What follows belongs to an exercise in optimizing a design on an open flow for small area, a short achievable clock period and few clock cycles per item; a production flow would make more cautious choices. Where RTL was checked, it was by simulation tests only, not by an equivalence proof against the original. Power is estimated from default activity; no workload was simulated.

== the reference run ==
==> flow/design.v (excerpt) <==
module crc_link (
  input  wire        clk,
  input  wire        rst,
  input  wire        cmd_valid,
  output wire        cmd_ready,
  input  wire [3:0]  cmd_code,
  input  wire [15:0] cmd_a,
  input  wire [7:0]  cmd_b,
  output reg         resp_valid,
  output reg         resp_ok,
  output reg  [15:0] resp_data,
  output wire        rx_req,
  input  wire        rx_valid,
  input  wire [7:0]  rx_data,
  input  wire        rx_end,
  output wire        tx_valid,
  output wire [7:0]  tx_data,
  input  wire        tx_ready,
  input  wire        tx_fail
);
clock: 10.0 ns
lec_check: 0
cap_margin: 10
core_margin: 2
core_utilization: 60
place_density: 0.7
setup_slack_margin: 5
slew_margin: 10
tns_end_percent: 100
run.sh (not shown) runs the stock make flow with config.mk's settings and CLKGATE_MAP_FILE= SYNTH_SCRIPT=/design/flow/synth_recipe.tcl, a recipe that flattens the netlist after the stock synthesis.
[inputs] the trial run vs the reference run
# the reference run
export LEC_CHECK = 0
export CAP_MARGIN = 10
export CORE_MARGIN = 2
export CORE_UTILIZATION = 60
export PLACE_DENSITY = 0.7
export SETUP_SLACK_MARGIN = 5
export SLEW_MARGIN = 10
export TNS_END_PERCENT = 100
create_clock -name core_clock -period 10.0 [get_ports {clk}]
# the trial run
export LEC_CHECK = 0
export CAP_MARGIN = 10
export CORE_MARGIN = 2
export CORE_UTILIZATION = 60
export PLACE_DENSITY = 0.7
export SLEW_MARGIN = 10
export TNS_END_PERCENT = 100
create_clock -name core_clock -period 10.0 [get_ports {clk}]
==> flow/flow/run.sh (new file) <==
#!/bin/bash
# Standard layout, asking the timing repair for more setup margin.
set -euo pipefail
bash standard.sh SETUP_SLACK_MARGIN=7 finish > make_finish.log 2>&1
==> flow/standard.sh (new file) <==
#!/bin/bash
# synth_recipe.tcl (not shown) runs the flow's synth.tcl, then flattens the netlist and writes it again
# the make line also repeats each setting of config.mk as NAME=value (left out here)
make -C /OpenROAD-flow-scripts/flow DESIGN_CONFIG=/design/flow/config.mk WORK_HOME=/design/flow/orfs CLKGATE_MAP_FILE= SYNTH_SCRIPT=/design/flow/synth_recipe.tcl "${@:-finish}"
removed: flow/run.sh
## What came out
Total power: the trial run > the reference run
On largest fanout on the critical path: the trial run sits above the reference run.
The reference run leaves less setup margin than the trial run.
Uppermost signal routing layer after detailed routing: met5 -> the trial run, met4 -> the reference run
The flow completed for the trial run, but it is not clean: the layout still shows max-slew violations.
Summary of the trial run over the reference run: proportion of power drawn by combinational gates has increased, worst hold margin has increased, average cell area after synthesis has remained practically unchanged.
Function was not checked in any run of this note: the RTL went through the layout flow alone.

---

crc_link, a different RTL version from the one above (not shown whole).
Size in the first run: roughly 690 flip-flops, ~72 I/O pins, about 0.032 mm^2 of cells after synthesis.
==> flow/config.mk <==
export PLATFORM = sky130hd
export DESIGN_NAME = crc_link
export DESIGN_NICKNAME = crc_link
export VERILOG_FILES = /design/flow/design.v
export SDC_FILE = /design/flow/constraint.sdc
export NUM_CORES = 8
export LEC_CHECK = 0
export CAP_MARGIN = 20
export CORE_MARGIN = 2
export CORE_UTILIZATION = 60
export CTS_BUF_LIST = sky130_fd_sc_hd__clkbuf_16
export CTS_CLUSTER_DIAMETER = 100
export CTS_CLUSTER_SIZE = 20
export PLACE_DENSITY = 0.7
export SLEW_MARGIN = 20
export TNS_END_PERCENT = 100
==> flow/constraint.sdc <==
create_clock -name core_clock -period 10.0 [get_ports {clk}]
set_input_delay 2.0000 -clock core_clock [delete_from_list [all_inputs] [get_ports {clk}]]
set_output_delay 2.0000 -clock core_clock [all_outputs]
set_load 0.01 [all_outputs]
standard.sh (not shown) runs the stock make flow with config.mk's settings and CLKGATE_MAP_FILE= SYNTH_SCRIPT=/design/flow/synth_recipe.tcl, a recipe that flattens the netlist after the stock synthesis.
==> flow/flow/run.sh <==
#!/bin/bash
# Standard layout, asking the timing repair for more setup margin.
set -euo pipefail
bash standard.sh SETUP_SLACK_MARGIN=7 finish > make_finish.log 2>&1
Change:
- CAP_MARGIN: 20 -> 15
- CORE_UTILIZATION: 60 -> 65
- PLACE_DENSITY: 0.7 -> 0.75
- SLEW_MARGIN: 20 -> 15
After rerunning:
- first-iteration DRC count goes up by 24%
- area after synthesis does not change
- non-clock buffer count grows by 16
- cell area is higher by about 1%
- register-to-register slack is worse by 0.22 ns
- combinational power is higher by about 3%
- clock skew barely changes
- total power rises by about 1%
No run of this note included a check of the RTL's function; only the layout flow was run.

---

== run 1 ==
crc_link, a different RTL version from the one above (not shown whole).
For scale: ~2,300 cells after synthesis, about 690 flip-flops.
// crc_link
module crc_link (
  input  wire        clk,
  input  wire        rst,
  input  wire        cmd_valid,
  output wire        cmd_ready,
  input  wire [3:0]  cmd_code,
  input  wire [15:0] cmd_a,
  input  wire [7:0]  cmd_b,
  output reg         resp_valid,
  output reg         resp_ok,
  output reg  [15:0] resp_data,
  output wire        rx_req,
  input  wire        rx_valid,
  input  wire [7:0]  rx_data,
  input  wire        rx_end,
  output wire        tx_valid,
  output wire [7:0]  tx_data,
  input  wire        tx_ready,
  input  wire        tx_fail
);
  localparam [3:0] C_CRCCLR   = 4'h1, C_CRCSTEP = 4'h2, C_FRAMECRC = 4'h3,
                   C_ENCODE   = 4'h4, C_DECODE  = 4'h5, C_RECEIVE  = 4'h6,
                   C_TRANSMIT = 4'h7, C_LDB     = 4'h9, C_STB      = 4'hA,
                   C_RDST     = 4'hB;
  function [15:0] m16;
    input [15:0] c;
    integer i;
    begin
      m16 = c;
  ...
clock: 10.0 ns
lec_check: 0
cap_margin: 20
core_margin: 2
core_utilization: 55
cts_buf_list: sky130_fd_sc_hd__clkbuf_16
cts_cluster_diameter: 100
cts_cluster_size: 20
place_density: 0.7
slew_margin: 20
tns_end_percent: 100
Scripts as last shown in full above: flow/flow/run.sh
Run 1: flow completed, timing, DRC and antenna clean
Testbench counts of run 1, summed over its fixed seeds: cycles 19,184, frames 256.
## Diff of input files: run 2 against run 1
# run 1
export LEC_CHECK = 0
export CAP_MARGIN = 20
export CORE_MARGIN = 2
export CORE_UTILIZATION = 55
export CTS_BUF_LIST = sky130_fd_sc_hd__clkbuf_16
export CTS_CLUSTER_DIAMETER = 100
export CTS_CLUSTER_SIZE = 20
export PLACE_DENSITY = 0.7
export SLEW_MARGIN = 20
export TNS_END_PERCENT = 100
create_clock -name core_clock -period 10.0 [get_ports {clk}]
# run 2
export LEC_CHECK = 0
export CAP_MARGIN = 10
export CORE_MARGIN = 2
export CORE_UTILIZATION = 60
export CTS_BUF_LIST = sky130_fd_sc_hd__clkbuf_16
export CTS_CLUSTER_DIAMETER = 100
export CTS_CLUSTER_SIZE = 20
export PLACE_DENSITY = 0.7
export SLEW_MARGIN = 10
export TNS_END_PERCENT = 100
create_clock -name core_clock -period 10.0 [get_ports {clk}]
Findings:
Run 2: full flow OK, the timing, DRC and antenna checks passed
Relative to run 1, the layout clock buffer count of run 2 is lower by 1.
[compare] base=run 1 new=run 2: routed wire length per instance increased by 0.24 µm relative to the old numbers, power of the combinational group decreased by about 4% relative to the old numbers, final critical-path required period decreased by 92 ps relative to the old numbers, antenna diode instance count closely matched the old numbers.
In the flow results for run 2 and run 1, the post-route core utilization is larger on run 2.
Run 2 ended with more clock group share of total power than run 1.
The inputs of run 3 differ from those of run 2 as listed below.
# run 2
export LEC_CHECK = 0
export CAP_MARGIN = 10
export CORE_MARGIN = 2
export CORE_UTILIZATION = 60
export CTS_BUF_LIST = sky130_fd_sc_hd__clkbuf_16
export CTS_CLUSTER_DIAMETER = 100
export CTS_CLUSTER_SIZE = 20
export PLACE_DENSITY = 0.7
export SLEW_MARGIN = 10
export TNS_END_PERCENT = 100
create_clock -name core_clock -period 10.0 [get_ports {clk}]
# run 3
export LEC_CHECK = 0
export CAP_MARGIN = 20
export CORE_MARGIN = 2
export CORE_UTILIZATION = 50
export CTS_BUF_LIST = sky130_fd_sc_hd__clkbuf_16
export CTS_CLUSTER_DIAMETER = 100
export CTS_CLUSTER_SIZE = 20
export PLACE_DENSITY = 0.7
export SLEW_MARGIN = 20
export TNS_END_PERCENT = 100
create_clock -name core_clock -period 10.0 [get_ports {clk}]
[run 3 vs run 2] combinational group power: higher in run 3
Between run 3 and run 2, it is run 3 whose number of cells upsized or downsized after cts is higher, by about 3%.
Largest fanout of any net on the critical path for run 3 is higher than for run 2.
Area after detailed placement: run 2 and run 3 compared, lower one is run 2
From run 3 to run 2, flip-flop and latch count did not move at all.
Looking at placer congestion estimate, run 3 sits about 1.4% below run 2.
Setup changes, run 3 to run 4
# run 3
export LEC_CHECK = 0
export CAP_MARGIN = 20
export CORE_MARGIN = 2
export CORE_UTILIZATION = 50
export CTS_BUF_LIST = sky130_fd_sc_hd__clkbuf_16
export CTS_CLUSTER_DIAMETER = 100
export CTS_CLUSTER_SIZE = 20
export PLACE_DENSITY = 0.7
export SLEW_MARGIN = 20
export TNS_END_PERCENT = 100
create_clock -name core_clock -period 10.0 [get_ports {clk}]
# run 4
export LEC_CHECK = 0
export CAP_MARGIN = 20
export CORE_MARGIN = 2
export CORE_UTILIZATION = 60
export CTS_BUF_LIST = sky130_fd_sc_hd__clkbuf_16
export CTS_CLUSTER_DIAMETER = 100
export CTS_CLUSTER_SIZE = 20
export PLACE_DENSITY = 0.7
export SLEW_MARGIN = 20
export TNS_END_PERCENT = 100
create_clock -name core_clock -period 10.0 [get_ports {clk}]
==> flow/flow/run.sh <==
#!/bin/bash
# Standard layout, asking the timing repair for more setup margin.
set -euo pipefail
bash standard.sh SETUP_SLACK_MARGIN=7.1 finish > make_finish.log 2>&1
- Run 4 went all the way through synthesis, placement and routing and the layout is clean on timing, DRC and antenna.
- Summary of run 4 over run 3: number of gates on the worst path with buffers counted was more or less identical, area growth from synthesis to final layout went up by 1.6 points, post-layout minimum cycle time went down by 55 ps.
- Fmax (lower): run 3
- The combinational gate power in run 4 sits about 6% above the value recorded for run 3.
- Total length of routed wires ended up 2.5% higher on run 4 than on run 3.

---

run A:
crc_link again, from the RTL that the note above started with.
Settings: LEC_CHECK=0, CAP_MARGIN=20, CORE_MARGIN=2, CORE_UTILIZATION=60, CTS_BUF_LIST=sky130_fd_sc_hd__clkbuf_16, CTS_CLUSTER_DIAMETER=100, CTS_CLUSTER_SIZE=20, PLACE_DENSITY=0.7, SLEW_MARGIN=20, TNS_END_PERCENT=100; clock period 10.0 ns.
==> flow/flow/run.sh <==
#!/bin/bash
# Standard layout, asking the timing repair for more setup margin.
set -euo pipefail
bash standard.sh SETUP_SLACK_MARGIN=6.9 finish > make_finish.log 2>&1
Run A went all the way through synthesis, placement and routing and the layout is clean on timing, DRC and antenna.
Testbench counts of run A, summed over its fixed seeds: cycles 19,184, frames 256.
The following lists how run B was set up differently from run A:
- setting ABC_AREA to 1 for the first time
==> flow/flow/run.sh <==
#!/bin/bash
# Standard layout, asking the timing repair for more setup margin.
set -euo pipefail
bash standard.sh SETUP_SLACK_MARGIN=7 finish > make_finish.log 2>&1
## What came out
- Number of max-capacitance violations reported came out exactly the same in run A and run B.
- Run B — first-pass GRT wire length about 20% higher, run A as reference
- X dimension of the die for run B: 1.8% up relative to run A
Relative to run B, the following input files were edited for run C:
- a change of PLACE_DENSITY from 0.7 to 0.6
- a deleted ABC_AREA that had been 1
==> comparison <==
Summary of run C over run B: critical path depth in cells increased 8; final setup slack of the worst path climbed 0.066 ns; power went down. Critical path class: reg -> out -> run B, in -> reg -> run C.
[inputs] run D vs run C
- PLACE_DENSITY: 0.6 -> 0.7
==> flow/flow/run.sh <==
#!/bin/bash
# Standard layout, asking the timing repair for more setup margin.
set -euo pipefail
bash standard.sh SETUP_SLACK_MARGIN=6.5 finish > make_finish.log 2>&1
## What came out
Run D -> run C: cell count after synthesis delta 0, exact match. Comparing the two runs side by side, run D comes out ahead of run C on via count. Run D vs. run C: share of synthesized cell area in and, or, nand and nor gates closely matched the old numbers, final routed wirelength across all metal layers decreased by about 1.5% relative to the old numbers, count of buffers not belonging to the clock network in the layout decreased by 62 relative to the old numbers, detailed-route vias per instance closely matched the old numbers.

---

Starting RTL as in the previous note.
==> flow/config.mk <==
export PLATFORM = sky130hd
export DESIGN_NAME = crc_link
export DESIGN_NICKNAME = crc_link
export VERILOG_FILES = /design/flow/design.v
export SDC_FILE = /design/flow/constraint.sdc
export NUM_CORES = 8
export LEC_CHECK = 0
export CAP_MARGIN = 20
export CORE_MARGIN = 2
export CORE_UTILIZATION = 60
export CTS_BUF_LIST = sky130_fd_sc_hd__clkbuf_16
export CTS_CLUSTER_DIAMETER = 100
export CTS_CLUSTER_SIZE = 20
export PLACE_DENSITY = 0.7
export SLEW_MARGIN = 20
export TNS_END_PERCENT = 100
==> flow/constraint.sdc <==
create_clock -name core_clock -period 10.0 [get_ports {clk}]
set_input_delay 2.0000 -clock core_clock [delete_from_list [all_inputs] [get_ports {clk}]]
set_output_delay 2.0000 -clock core_clock [all_outputs]
set_load 0.01 [all_outputs]
==> flow/flow/run.sh <==
#!/bin/bash
# Standard layout, asking the timing repair for more setup margin.
set -euo pipefail
bash standard.sh SETUP_SLACK_MARGIN=7 finish > make_finish.log 2>&1
The starting point went through all stages and came out clean.
Testbench counts at the start, summed over its fixed seeds: cycles 19,184, frames 256.
Next try:
- PLACE_DENSITY: 0.7 -> 0.8
After rerunning:
- The changed run passed the timing, DRC and antenna checks
- via count climbs by 2.2%
- global-route usage climbs by 1.4 points
- sequential power stays flat
Next try:
- CAP_MARGIN: 20 -> 5
- PLACE_DENSITY: 0.8 -> 0.7
- SLEW_MARGIN: 20 -> 5
Worst hold slack loses 6.2 ps.
Cell area barely changes.
Core utilization stays flat.
Worst setup slack gets worse by 17 ps.
Final cell count barely changes.
Global-route usage decreases by 1.4 points.
Power falls by 1.3%.

---

sierra:
crc_link again, from the RTL that the note above started with.
==> flow/design.v (excerpt) <==
module crc_link (
  input  wire        clk,
  input  wire        rst,
  input  wire        cmd_valid,
  output wire        cmd_ready,
  input  wire [3:0]  cmd_code,
  input  wire [15:0] cmd_a,
  input  wire [7:0]  cmd_b,
  output reg         resp_valid,
  output reg         resp_ok,
  output reg  [15:0] resp_data,
  output wire        rx_req,
  input  wire        rx_valid,
  input  wire [7:0]  rx_data,
  input  wire        rx_end,
  output wire        tx_valid,
  output wire [7:0]  tx_data,
  input  wire        tx_ready,
  input  wire        tx_fail
);
clock: 10.0 ns
lec_check: 0
cap_margin: 20
core_margin: 2
core_utilization: 60
cts_buf_list: sky130_fd_sc_hd__clkbuf_16
cts_cluster_diameter: 100
cts_cluster_size: 20
place_density: 0.7
slew_margin: 20
tns_end_percent: 100
==> flow/flow/run.sh <==
#!/bin/bash
# Standard layout, asking the timing repair for more setup margin.
set -euo pipefail
bash standard.sh SETUP_SLACK_MARGIN=7 SETUP_REPAIR_SEQUENCE=unbuffer,sizedown,sizeup,swap,buffer finish > make_finish.log 2>&1
Testbench counts of sierra, summed over its fixed seeds: cycles 19,184, frames 256.
Setup changes, sierra to violet
==> flow/flow/run.sh <==
#!/bin/bash
# Standard layout, asking the timing repair for more setup margin.
set -euo pipefail
bash standard.sh SETUP_SLACK_MARGIN=7 SKIP_LAST_GASP=1 finish > make_finish.log 2>&1
==> notes.md <==
Leakage dissipation came out exactly the same in sierra and violet.
Cell count after placement came out exactly the same in sierra and violet.
Number of standard-cell rows in the floorplan: violet vs sierra — no meaningful difference

==> afterwards: timing with drivers on the ports <==
Ports are ideal in the flow. The routed layouts listed here were re-timed in OpenROAD. Step 1: set_driving_cell puts a clkbuf_16 on clk and a buf_2 on each other input, an assumption about the parent block. Step 2 moves the port delays by t, midway between the first and last clock arrival at a register: inputs arrive t later, outputs are due t later. That takes back most of the time a late clock gives input paths. a / b / c = ideal / step 1 / step 2; a / b = the first two.
| run | shift t [ns] | setup slack, ns | latest minus earliest clock arrival (ns) |
|---|---|---|---|
| the reference run | 0.695 | 5.087 / 5.130 / 4.435 | 0.024 / 0.024 |
| the trial run | 0.708 | 6.214 / 6.214 / 5.773 | 0.027 / 0.027 |
| the first run of note 2 | 0.673 | 6.772 / 6.714 / 6.248 | 0.043 / 0.043 |
| the second run of note 2 | 0.671 | 6.744 / 6.744 / 6.139 | 0.043 / 0.043 |
| run 1 | 0.662 | 6.782 / 6.717 / 6.266 | 0.044 / 0.044 |
| run 2 | 0.659 | 6.874 / 6.814 / 6.328 | 0.043 / 0.044 |
| run 3 | 0.669 | 6.826 / 6.763 / 6.299 | 0.032 / 0.032 |
| run 4 | 0.667 | 6.881 / 6.817 / 6.396 | 0.048 / 0.048 |
| run A | 0.663 | 6.801 / 6.738 / 6.230 | 0.029 / 0.029 |
| run B | 0.659 | 6.842 / 6.780 / 6.331 | 0.026 / 0.027 |
| run C | 0.655 | 6.907 / 6.855 / 6.259 | 0.025 / 0.025 |
| run D | 0.667 | 6.456 / 6.456 / 5.867 | 0.035 / 0.035 |
| the first run of note 5 | 0.659 | 6.874 / 6.814 / 6.328 | 0.043 / 0.044 |
| the second run of note 5 | 0.667 | 6.890 / 6.833 / 6.306 | 0.042 / 0.043 |
| the third run of note 5 | 0.659 | 6.873 / 6.812 / 6.325 | 0.045 / 0.045 |
| sierra | 0.659 | 6.874 / 6.814 / 6.328 | 0.043 / 0.044 |
| violet | 0.659 | 6.874 / 6.814 / 6.328 | 0.043 / 0.044 |
For the reference run, which loses most, drivers alone change the setup slack by +0.043 ns; drivers and shift together by -0.652 ns.
